This is an optimization exercise on Yosys and OpenROAD, whose aim is small area, a short achievable clock period and few clock cycles, not a production implementation.
RTL that was checked went through simulation tests only; none was proved equivalent to the original.
Power and IR drop assume default switching activity.

Design peak_detector, start of the top module:
module peak_detector (
    input  wire        clk,
    input  wire        rst,         
    input  wire        in_valid,
    output wire        in_ready,
    input  wire [63:0] in_data,
    input  wire        in_last,
    output reg         done,
    output wire [4:0]  peak_count,
    input  wire [4:0]  rd_idx,
    output wire [14:0] rd_bin,
    output wire [63:0] rd_amp,
    output reg  [14:0] absmax_bin,
    output wire [63:0] absmax_amp
);
Size: about 1900 flip-flops, roughly 240 I/O pins, roughly 0.084 sq mm of cells after synthesis.
==> flow/config.mk <==
export PLATFORM = sky130hd
export DESIGN_NAME = peak_detector
export DESIGN_NICKNAME = peak_detector
export VERILOG_FILES = /design/flow/design.v
export SDC_FILE = /design/flow/constraint.sdc
export NUM_CORES = 8
export LEC_CHECK = 0
export CAP_MARGIN = 20
export CORE_MARGIN = 2
export CORE_UTILIZATION = 65
export CTS_CLUSTER_DIAMETER = 60
export CTS_CLUSTER_SIZE = 30
export GPL_TIMING_DRIVEN = 1
export SETUP_SLACK_MARGIN = 2.0
export SLEW_MARGIN = 20
export TNS_END_PERCENT = 0
==> flow/constraint.sdc <==
create_clock -name core_clock -period 7.5 [get_ports {clk}]
set_input_delay 1.5000 -clock core_clock [delete_from_list [all_inputs] [get_ports {clk}]]
set_output_delay 1.5000 -clock core_clock [all_outputs]
set_load 0.01 [all_outputs]
standard.sh (not shown) runs the stock make flow with config.mk's settings and CLKGATE_MAP_FILE= SYNTH_SCRIPT=/design/flow/synth_recipe.tcl, a recipe that flattens the netlist after the stock synthesis.
==> flow/flow/run.sh <==
#!/bin/bash
# Own flow: the standard layout (standard.sh) with three changes:
#  * synthesis maps the combinational logic with an area-oriented ABC script
#    (flow/area.script) and keeps ABC off the complex cells listed in
#    flow/abc_dont_use.txt; registers are mapped exactly as in the standard
#    synthesis (ABC only sees combinational logic);
#  * every port still gets a buffer, but a buf_2 (BUFFER_PORTS_ARGS) that the
#    resizer may size up or down;
#  * the resizer may change a cell's footprint (MATCH_CELL_FOOTPRINT=0), so it
#    can size gates up on critical paths.
# Each tool's output goes to its own log here (synth.log, layout.log and the
# ORFS logs under orfs/logs).
set -euo pipefail
W=$PWD
{
  echo 'proc abc {args} {'
  echo '  set i [lsearch $args -script]'
  echo "  set args [lreplace \$args [expr {\$i+1}] [expr {\$i+1}] $W/flow/area.script]"
  echo "  foreach c {$(cat flow/abc_dont_use.txt | tr '\n' ' ')} { lappend args -dont_use \$c }"
  echo '  yosys abc {*}$args'
  echo '}'
  cat synth_recipe.tcl
} > my_synth.tcl
EXTRA="BUFFER_PORTS_ARGS=\"-buffer_cell sky130_fd_sc_hd__buf_2\" MATCH_CELL_FOOTPRINT=0"
sed -e "s#SYNTH_SCRIPT=[^ ]*#SYNTH_SCRIPT=$W/my_synth.tcl#" \
    -e "s#\"\${@:-finish}\"#$EXTRA \"\${@:-finish}\"#" standard.sh > my_standard.sh
bash my_standard.sh synth > synth.log 2>&1
bash my_standard.sh finish > layout.log 2>&1
==> flow/flow/abc_dont_use.txt <==
sky130_fd_sc_hd__a222oi_1
sky130_fd_sc_hd__a221o_1
sky130_fd_sc_hd__a221o_2
sky130_fd_sc_hd__a221o_4
sky130_fd_sc_hd__a221oi_1
sky130_fd_sc_hd__a221oi_2
sky130_fd_sc_hd__a221oi_4
sky130_fd_sc_hd__a211o_1
sky130_fd_sc_hd__a211o_2
sky130_fd_sc_hd__a211o_4
sky130_fd_sc_hd__a211oi_1
sky130_fd_sc_hd__a211oi_2
sky130_fd_sc_hd__a211oi_4
sky130_fd_sc_hd__a2111oi_0
sky130_fd_sc_hd__a2111o_1
==> flow/flow/area.script <==
&get -n
&st
&dch
&nf -R 10 -a
&put
topo
stime -c
Edit:
Settings changed: TNS_END_PERCENT 0 to 100.
What happened: Fmax is higher by 4.5%. Setup slack is better by 250 ps. Core utilization climbs by 0.25 points.
No run of this note included a check of the RTL's function; only the layout flow was run.

Another version of the RTL of peak_detector (not shown whole).
Size in the first run: ~6300 cells after synthesis, roughly 240 I/O pins, roughly 82000 µm² of cells after synthesis.
==> flow/config.mk <==
export PLATFORM = sky130hd
export DESIGN_NAME = peak_detector
export DESIGN_NICKNAME = peak_detector
export VERILOG_FILES = /design/flow/design.v
export SDC_FILE = /design/flow/constraint.sdc
export NUM_CORES = 8
export LEC_CHECK = 0
export CAP_MARGIN = 20
export CORE_MARGIN = 2
export CORE_UTILIZATION = 65
export CTS_CLUSTER_DIAMETER = 60
export CTS_CLUSTER_SIZE = 40
export GPL_TIMING_DRIVEN = 1
export SETUP_SLACK_MARGIN = 2.0
export SLEW_MARGIN = 45
export TNS_END_PERCENT = 100
==> flow/constraint.sdc <==
create_clock -name core_clock -period 7.5 [get_ports {clk}]
set_input_delay 1.5000 -clock core_clock [delete_from_list [all_inputs] [get_ports {clk}]]
set_output_delay 1.5000 -clock core_clock [all_outputs]
set_load 0.01 [all_outputs]
Scripts as last shown in full above: flow/flow/run.sh, flow/flow/abc_dont_use.txt, flow/flow/area.script
Testbench counts at the start, summed over its fixed seeds: cycles 59,252.
Edit:
--- a/flow/config.mk
+++ b/flow/config.mk
@@ -12 +12 @@
-export CTS_CLUSTER_SIZE = 40
+export CTS_CLUSTER_SIZE = 30
@@ -14,2 +14,2 @@
-export SETUP_SLACK_MARGIN = 2.0
-export SLEW_MARGIN = 45
+export SETUP_SLACK_MARGIN = 2.3
+export SLEW_MARGIN = 20
Result:
- The changed run went through all stages and came out clean
- hold slack gets worse by 0.027 ns
- power rises by 0.50%
- die area stays the same
- utilization rises by 2.6 points
- clock power is about the same
- worst setup slack gets better by 0.16 ns
- first-iteration DRC count rises by about 17%
Edit:
--- a/flow/flow/run.sh
+++ b/flow/flow/run.sh
@@ -10 +10,3 @@
-#    can size gates up on critical paths.
+#    can size gates up on critical paths;
+#  * the flow's parasitic estimates use flow/layer_rc.tcl (the platform's
+#    layer RC with the wire capacitance scaled up to match extraction).
@@ -24 +26 @@
-EXTRA="BUFFER_PORTS_ARGS=\"-buffer_cell sky130_fd_sc_hd__buf_2\" MATCH_CELL_FOOTPRINT=0"
+EXTRA="BUFFER_PORTS_ARGS=\"-buffer_cell sky130_fd_sc_hd__buf_2\" MATCH_CELL_FOOTPRINT=0 LAYER_PARASITICS_FILE=$W/flow/layer_rc.tcl"
==> flow/flow/layer_rc.tcl (new file) <==
set cs 1.25
set_layer_rc -layer li1 -capacitance [expr {1.499e-04 * $cs}] -resistance 7.176e-02
set_layer_rc -layer met1 -capacitance [expr {1.72375E-04 * $cs}] -resistance 8.929e-04
set_layer_rc -layer met2 -capacitance [expr {1.36233E-04 * $cs}] -resistance 8.929e-04
set_layer_rc -layer met3 -capacitance [expr {2.14962E-04 * $cs}] -resistance 1.567e-04
set_layer_rc -layer met4 -capacitance [expr {1.48128E-04 * $cs}] -resistance 1.567e-04
set_layer_rc -layer met5 -capacitance [expr {1.54087E-04 * $cs}] -resistance 1.781e-05
set_layer_rc -via mcon -resistance 9.249146E-3
set_layer_rc -via via -resistance 4.5E-3
set_layer_rc -via via2 -resistance 3.368786E-3
set_layer_rc -via via3 -resistance 0.376635E-3
set_layer_rc -via via4 -resistance 0.00580E-3
set_wire_rc -signal -layer met1
set_wire_rc -clock -layer met3
--- a/flow/config.mk
+++ b/flow/config.mk
@@ -14 +14 @@
-export SETUP_SLACK_MARGIN = 2.3
+export SETUP_SLACK_MARGIN = 2.0
Outcome: The changed run completed without violations; maximum frequency is lower by 3.3%; total power is about the same; global-route usage falls by 0.12 points; design area rose by 1.2%.
Edit:
--- a/flow/flow/run.sh
+++ b/flow/flow/run.sh
@@ -10,3 +10 @@
-#    can size gates up on critical paths;
-#  * the flow's parasitic estimates use flow/layer_rc.tcl (the platform's
-#    layer RC with the wire capacitance scaled up to match extraction).
+#    can size gates up on critical paths.
@@ -26 +24 @@
-EXTRA="BUFFER_PORTS_ARGS=\"-buffer_cell sky130_fd_sc_hd__buf_2\" MATCH_CELL_FOOTPRINT=0 LAYER_PARASITICS_FILE=$W/flow/layer_rc.tcl"
+EXTRA="BUFFER_PORTS_ARGS=\"-buffer_cell sky130_fd_sc_hd__buf_2\" MATCH_CELL_FOOTPRINT=0"
--- a/flow/config.mk
+++ b/flow/config.mk
@@ -8 +8 @@
-export CAP_MARGIN = 20
+export CAP_MARGIN = 10
@@ -11,2 +11,2 @@
-export CTS_CLUSTER_DIAMETER = 60
-export CTS_CLUSTER_SIZE = 30
+export CTS_CLUSTER_DIAMETER = 100
+export CTS_CLUSTER_SIZE = 22
@@ -15 +15 @@
-export SLEW_MARGIN = 20
+export SLEW_MARGIN = 45
removed: flow/flow/layer_rc.tcl
=> The new run finished with timing, DRC and antenna clean; final area fell by a few percent; die area stays the same; global-route usage went down by 2.9 points; sequential power barely changes; setup slack is worse by 0.034 ns; synthesized area stays the same; non-clock buffer count decreases by 287; synthesized cell count is unchanged; hold slack improved by 0.017 ns; via count falls by a few percent; final cell count falls by a few percent.

build 11:
The RTL this note starts from:
==> flow/design.v <==
module peak_detector (
    input  wire        clk,
    input  wire        rst,         
    input  wire        in_valid,
    output wire        in_ready,
    input  wire [63:0] in_data,
    input  wire        in_last,
    output reg         done,
    output wire [4:0]  peak_count,
    input  wire [4:0]  rd_idx,
    output wire [14:0] rd_bin,
    output wire [63:0] rd_amp,
    output reg  [14:0] absmax_bin,
    output wire [63:0] absmax_amp
);
    localparam CAP = 20;
    localparam PW  = 24;             
    localparam LW  = 63 - PW;        
    function automatic [1:0] ucmp(input [63:0] x, input [63:0] y);
        reg [63:0] g, p;
        integer i, w;
        begin
            for (i = 0; i < 64; i = i + 1) begin
                g[i] = x[i] & ~y[i];
                p[i] = x[i] | ~y[i];
            end
            for (w = 64; w > 1; w = w / 2)
                for (i = 0; i < w / 2; i = i + 1) begin
                    g[i] = g[2*i+1] | (p[2*i+1] & g[2*i]);
                    p[i] = p[2*i+1] & p[2*i];
                end
            ucmp = {g[0], p[0]};
        end
    endfunction
    function automatic is_nan(input [63:0] x);
        is_nan = (&x[62:52]) && (|x[51:0]);
    endfunction
    reg  [14:0]    cnt;          
    reg  [63:0]    prev1;        
    reg            rising_r;     
    reg  [CAP-1:0] ger;          
    reg  [CAP-1:0] eqr;          
    reg            rdy;
    reg  [4:0]     count;
    reg  [CAP-1:0] vmask;        
    reg  [CAP-1:0] rden;         
    reg  [CAP-1:0] pick;         
    reg            first;        
    reg  [62:0]    amax;
    reg  [62:0]    amp  [0:CAP-1];
    reg  [14:0]    bin  [0:CAP-1];
    reg  [4:0]     rank [0:CAP-1];
    assign in_ready   = rdy;
    assign peak_count = count;
    assign absmax_amp = {1'b0, amax};
    wire beat  = in_valid & rdy;
    wire full  = vmask[CAP-1];
    reg [CAP-1:0] valid, wr19, wfill, gtp, eqp, sel;
    reg [1:0]     c;
    integer k;
    always @(*) begin
        for (k = 0; k < CAP; k = k + 1) begin
            valid[k] = vmask[k];
            wr19[k]  = (rank[k] == 5'd19);
            wfill[k] = ~vmask[k] & ((k == 0) ? 1'b1 : vmask[(k == 0) ? 0 : k-1]);
            c        = ucmp({{(64-PW){1'b0}}, amp[k][62:LW]},
                            {{(64-PW){1'b0}}, in_data[62:LW]});
            gtp[k]   = valid[k] & c[1];
            eqp[k]   = valid[k] & c[0] & ~c[1];
        end
    end
    wire [CAP-1:0] wsel = full ? wr19 : wfill;
    function automatic [CAP-1:0] lowest(input [CAP-1:0] x);
        reg f;
        integer i;
        begin
            f = 1'b0;
            for (i = 0; i < CAP; i = i + 1) begin
                lowest[i] = x[i] & ~f;
                f = f | x[i];
            end
        end
    endfunction
    reg [62:0] mux_amp;
    reg [14:0] mux_bin;
    always @(*) begin
        mux_amp = 63'd0;
        mux_bin = 15'd0;
        for (k = 0; k < CAP; k = k + 1) begin
            sel[k]  = (rden[k] & (rank[k] == rd_idx)) | pick[k];
            mux_amp = mux_amp | (amp[k] & {63{sel[k]}});
            mux_bin = mux_bin | (bin[k] & {15{sel[k]}});
        end
    end
    assign rd_amp = {1'b0, mux_amp};
    assign rd_bin = mux_bin;
    wire [1:0] clow    = ucmp({{(64-LW){1'b0}}, mux_amp[LW-1:0]},
                              {{(64-LW){1'b0}}, prev1[LW-1:0]});
    wire       ge_low  = clow[1] | clow[0];
    wire [1:0] cnb     = ucmp({1'b0, in_data[62:0]}, {1'b0, prev1[62:0]});
    wire       in_gt_p = cnb[1];                   
    wire       in_lt_p = ~(cnb[1] | cnb[0]);       
    wire       in_nan  = is_nan(in_data);
    wire       in_pos  = ~in_data[63] & ~in_nan & (|in_data[62:0]);
    wire       rising  = prev1[63] ? ~is_nan(prev1) : in_gt_p;
    wire       falling = in_data[63] ? ~in_nan : in_lt_p;
    wire [1:0] cmx     = ucmp({1'b0, in_data[62:0]}, {1'b0, amax});
    wire       abs_gt  = ~in_data[63] & ~in_nan & cmx[1];
    wire       cand_pot = in_pos & rising & ~first & ~in_last;
    wire [CAP-1:0] eqr_left = eqr & ~pick;
    wire       need_res = cand_pot & (|eqp) & ~(full & (|(gtp & wr19)));
    wire       admit    = rising_r & falling & (~full | ~(|(ger & wr19)));
    wire [CAP-1:0] vmask_nx = first ? {CAP{1'b0}} :
                              (admit & ~full) ? {vmask[CAP-2:0], 1'b1} : vmask;
    reg  [4:0] t;
    always @(*) begin
        t = 5'd0;
        for (k = 0; k < CAP; k = k + 1)
            t = t + {4'd0, ger[k]};
    end
    wire [14:0] cand_bin = cnt - 15'd1;
    always @(posedge clk) begin
        if (rst) begin
            cnt      <= 15'd0;
            done     <= 1'b0;
            rdy      <= 1'b1;
            rising_r <= 1'b0;
            eqr      <= {CAP{1'b0}};
            pick     <= {CAP{1'b0}};
            rden     <= {CAP{1'b0}};
            first    <= 1'b1;
        end else if (!rdy) begin
            for (k = 0; k < CAP; k = k + 1)
                if (pick[k]) ger[k] <= ge_low;
            eqr  <= eqr_left;
            pick <= lowest(eqr_left);
            rdy  <= (eqr_left == {CAP{1'b0}});
        end else if (beat) begin
            done  <= in_last;
            first <= in_last;
            rden  <= in_last ? vmask_nx : {CAP{1'b0}};
            vmask <= vmask_nx;
            cnt   <= in_last ? 15'd0 : cnt + 15'd1;
            prev1 <= in_data;
            if (first) begin
                amax       <= 63'd0;
                absmax_bin <= 15'd0;
            end else if (abs_gt) begin
                amax       <= in_data[62:0];
                absmax_bin <= cnt;
            end
            rising_r <= cand_pot;
            ger      <= gtp;
            eqr      <= need_res ? eqp : {CAP{1'b0}};
            pick     <= need_res ? lowest(eqp) : {CAP{1'b0}};
            rdy      <= ~need_res;
            if (first)
                count <= 5'd0;
            else if (admit) begin
                if (!full) count <= count + 5'd1;
                for (k = 0; k < CAP; k = k + 1) begin
                    if (wsel[k]) begin
                        amp[k]  <= prev1[62:0];
                        bin[k]  <= cand_bin;
                        rank[k] <= t;
                    end else if (valid[k] & ~ger[k])
                        rank[k] <= rank[k] + 5'd1;
                end
            end
        end
    end
endmodule
clock: 7.5 ns
lec_check: 0
cap_margin: 40
core_margin: 2
core_utilization: 30
setup_slack_margin: 3.0
slew_margin: 40
run.sh (not shown) runs the stock make flow with config.mk's settings and CLKGATE_MAP_FILE= SYNTH_SCRIPT=/design/flow/synth_recipe.tcl, a recipe that flattens the netlist after the stock synthesis.
Stock flow here: none of the scripts above is used.
Testbench counts of build 11, summed over its fixed seeds: cycles 59,226.
--- input diff build 11..build 46 ---
# build 11
export LEC_CHECK = 0
export CAP_MARGIN = 40
export CORE_MARGIN = 2
export CORE_UTILIZATION = 30
export SETUP_SLACK_MARGIN = 3.0
export SLEW_MARGIN = 40
create_clock -name core_clock -period 7.5 [get_ports {clk}]
# build 46
export LEC_CHECK = 0
export CAP_MARGIN = 20
export CORE_MARGIN = 2
export CORE_UTILIZATION = 50
export SETUP_SLACK_MARGIN = 2.5
export SLEW_MARGIN = 20
create_clock -name core_clock -period 7.5 [get_ports {clk}]
==> flow/flow/run.sh (new file) <==
#!/bin/bash
# Own flow: the standard layout, except that the synthesis maps the
# combinational logic with an area-oriented ABC script (flow/area.script).
# Registers are mapped exactly as in the standard synthesis (ABC only sees
# combinational logic). Each tool's output goes to its own log here.
set -euo pipefail
W=$PWD
{
  echo 'proc abc {args} {'
  echo '  set i [lsearch $args -script]'
  echo "  set args [lreplace \$args [expr {\$i+1}] [expr {\$i+1}] $W/flow/area.script]"
  echo '  yosys abc {*}$args'
  echo '}'
  cat synth_recipe.tcl
} > my_synth.tcl
sed "s#SYNTH_SCRIPT=[^ ]*#SYNTH_SCRIPT=$W/my_synth.tcl#" standard.sh > my_standard.sh
bash my_standard.sh synth > synth.log 2>&1
bash my_standard.sh finish > layout.log 2>&1
==> flow/flow/area.script (new file) <==
&get -n
&st
&dch
&nf -R 1000 -a
&put
topo
stime -c
==> flow/standard.sh (new file) <==
#!/bin/bash
# synth_recipe.tcl (not shown) runs the flow's synth.tcl, then flattens the netlist and writes it again
# the make line also repeats each setting of config.mk as NAME=value (left out here)
make -C /OpenROAD-flow-scripts/flow DESIGN_CONFIG=/design/flow/config.mk WORK_HOME=/design/flow/orfs CLKGATE_MAP_FILE= SYNTH_SCRIPT=/design/flow/synth_recipe.tcl "${@:-finish}"
removed: flow/run.sh
[summary]
Compared to build 11, build 46 has worst IR drop on VDD 16% higher.
Between build 46 and build 11, it is build 46 whose clock share of power is higher, by 0.8 points.
Sort build 11 and build 46 by share of the core filled with cells in the final layout desc -> top: build 46
Build 46 against build 11; number of filler cells placed in the layout is down by more than half.
Going from build 11 to build 46, average cell area after synthesis picked up an extra about 6%, arrival time reported for the critical path endpoint went up, cell count fell by 2518.
The overall routing resource usage in build 46 sits 9.0 points above the value recorded for build 11.
[compare] base=build 11 new=build 46: met1 demand-to-capacity share in global routing has increased, part of the power in combinational logic down 2.9 points.
Edits applied to the flow inputs when going from build 46 to build 64:
# build 46
export LEC_CHECK = 0
export CAP_MARGIN = 20
export CORE_MARGIN = 2
export CORE_UTILIZATION = 50
export SETUP_SLACK_MARGIN = 2.5
export SLEW_MARGIN = 20
create_clock -name core_clock -period 7.5 [get_ports {clk}]
# build 64
export LEC_CHECK = 0
export CAP_MARGIN = 20
export CORE_MARGIN = 2
export CORE_UTILIZATION = 50
export CTS_BUF_LIST = sky130_fd_sc_hd__clkbuf_4 sky130_fd_sc_hd__clkbuf_8
export SETUP_SLACK_MARGIN = 3.0
export SLEW_MARGIN = 20
create_clock -name core_clock -period 7.5 [get_ports {clk}]
==> flow/run.sh (new file) <==
#!/bin/bash
# synth_recipe.tcl (not shown) runs the flow's synth.tcl, then flattens the netlist and writes it again
# the make line also repeats each setting of config.mk as NAME=value (left out here)
make -C /OpenROAD-flow-scripts/flow DESIGN_CONFIG=/design/flow/config.mk WORK_HOME=/design/flow/orfs CLKGATE_MAP_FILE= SYNTH_SCRIPT=/design/flow/synth_recipe.tcl finish
removed: flow/flow/run.sh
removed: flow/flow/area.script
removed: flow/standard.sh
==> comparison <==
- Compared with build 46, in build 64 final core utilization fell 0.93 points, via count of the first global-routing pass saw an increase, clock-cell share of area went down 0.66 points.
- In the metrics for build 64 and build 46, the one carrying the lower part of the total power dissipated in the clock network is build 64.
- In build 64 the critical path depth turned out 3 lower than in build 46.
- Compared to build 46, build 64 has relative area change from synthesis to final layout 2.1 points lower.
Input changes introduced in build 9 (baseline for comparison: build 64):
# build 64
export LEC_CHECK = 0
export CAP_MARGIN = 20
export CORE_MARGIN = 2
export CORE_UTILIZATION = 50
export CTS_BUF_LIST = sky130_fd_sc_hd__clkbuf_4 sky130_fd_sc_hd__clkbuf_8
export SETUP_SLACK_MARGIN = 3.0
export SLEW_MARGIN = 20
create_clock -name core_clock -period 7.5 [get_ports {clk}]
# build 9
export LEC_CHECK = 0
export CAP_MARGIN = 20
export CORE_MARGIN = 2
export CORE_UTILIZATION = 60
export CTS_CLUSTER_DIAMETER = 60
export CTS_CLUSTER_SIZE = 30
export SETUP_SLACK_MARGIN = 2.0
export SLEW_MARGIN = 20
create_clock -name core_clock -period 7.5 [get_ports {clk}]
Findings:
Build 64 -> build 9: area after synthesis delta 0, exact match
Relative to build 64, final worst setup slack has gone down in build 9.
Diff build 64 -> build 9 | total design power | down by a little under 10%
Die outline area: build 9 lower than build 64
When the final numbers for build 9 and build 64 were put side by side, the shortest period the worst path allows turned out to be smaller in build 64.
Diff build 64 -> build 9 | design area | down by a few percent
Per the comparison of build 9 with build 64, adder-cell share of the synthesized area did not really move, global-route wire length before repair went down.

[port drivers added, routing unchanged]
No port has a modelled driver above. Below, the same layouts with a new extraction and two added sets of constraints. Step 1 assumes that a clkbuf_16 drives the clock port and a buf_2 every other input. Step 2 adds t to the input delays and takes it off the output delays; t is the mean of the earliest and latest rising clock arrival at the registers after step 1. Input paths then give back, and output paths get back, about the clock's delay inside the block. a / b / c = ideal ports / drivers / drivers and shift; a / b = the first two.
run	t, ns	slack for setup (ns)	hold slack, ns	worst data-port slew with drivers (ns)
the first run of note 1	0.895	1.664 / 1.612 / 0.893	0.467 / 0.467 / 0.467	0.18
the second run of note 1	0.895	1.916 / 1.852 / 1.120	0.479 / 0.479 / 0.479	0.17
the first run of note 2	0.884	1.867 / 1.724 / 1.059	0.481 / 0.481 / 0.481	0.18
the second run of note 2	0.905	2.030 / 1.754 / 1.100	0.454 / 0.454 / 0.454	0.32
the third run of note 2	0.895	1.843 / 1.841 / 0.958	0.467 / 0.467 / 0.467	0.17
the fourth run of note 2	0.845	1.809 / 1.750 / 1.049	0.484 / 0.484 / 0.484	0.17
build 11	1.006	1.767 / 1.568 / 1.309	0.453 / 0.453 / 0.453	0.31
build 46	0.943	1.512 / 1.460 / 0.802	0.496 / 0.496 / 0.496	0.19
build 64	1.187	1.856 / 1.791 / 1.633	0.451 / 0.451 / 0.451	0.12
build 9	0.902	1.733 / 1.687 / 0.932	0.457 / 0.457 / 0.457	0.17
After both steps setup and hold are still met in every run listed. The setup slack of the second run of note 2, which loses most, moves by -0.276 ns with the drivers and by -0.930 ns with both steps.
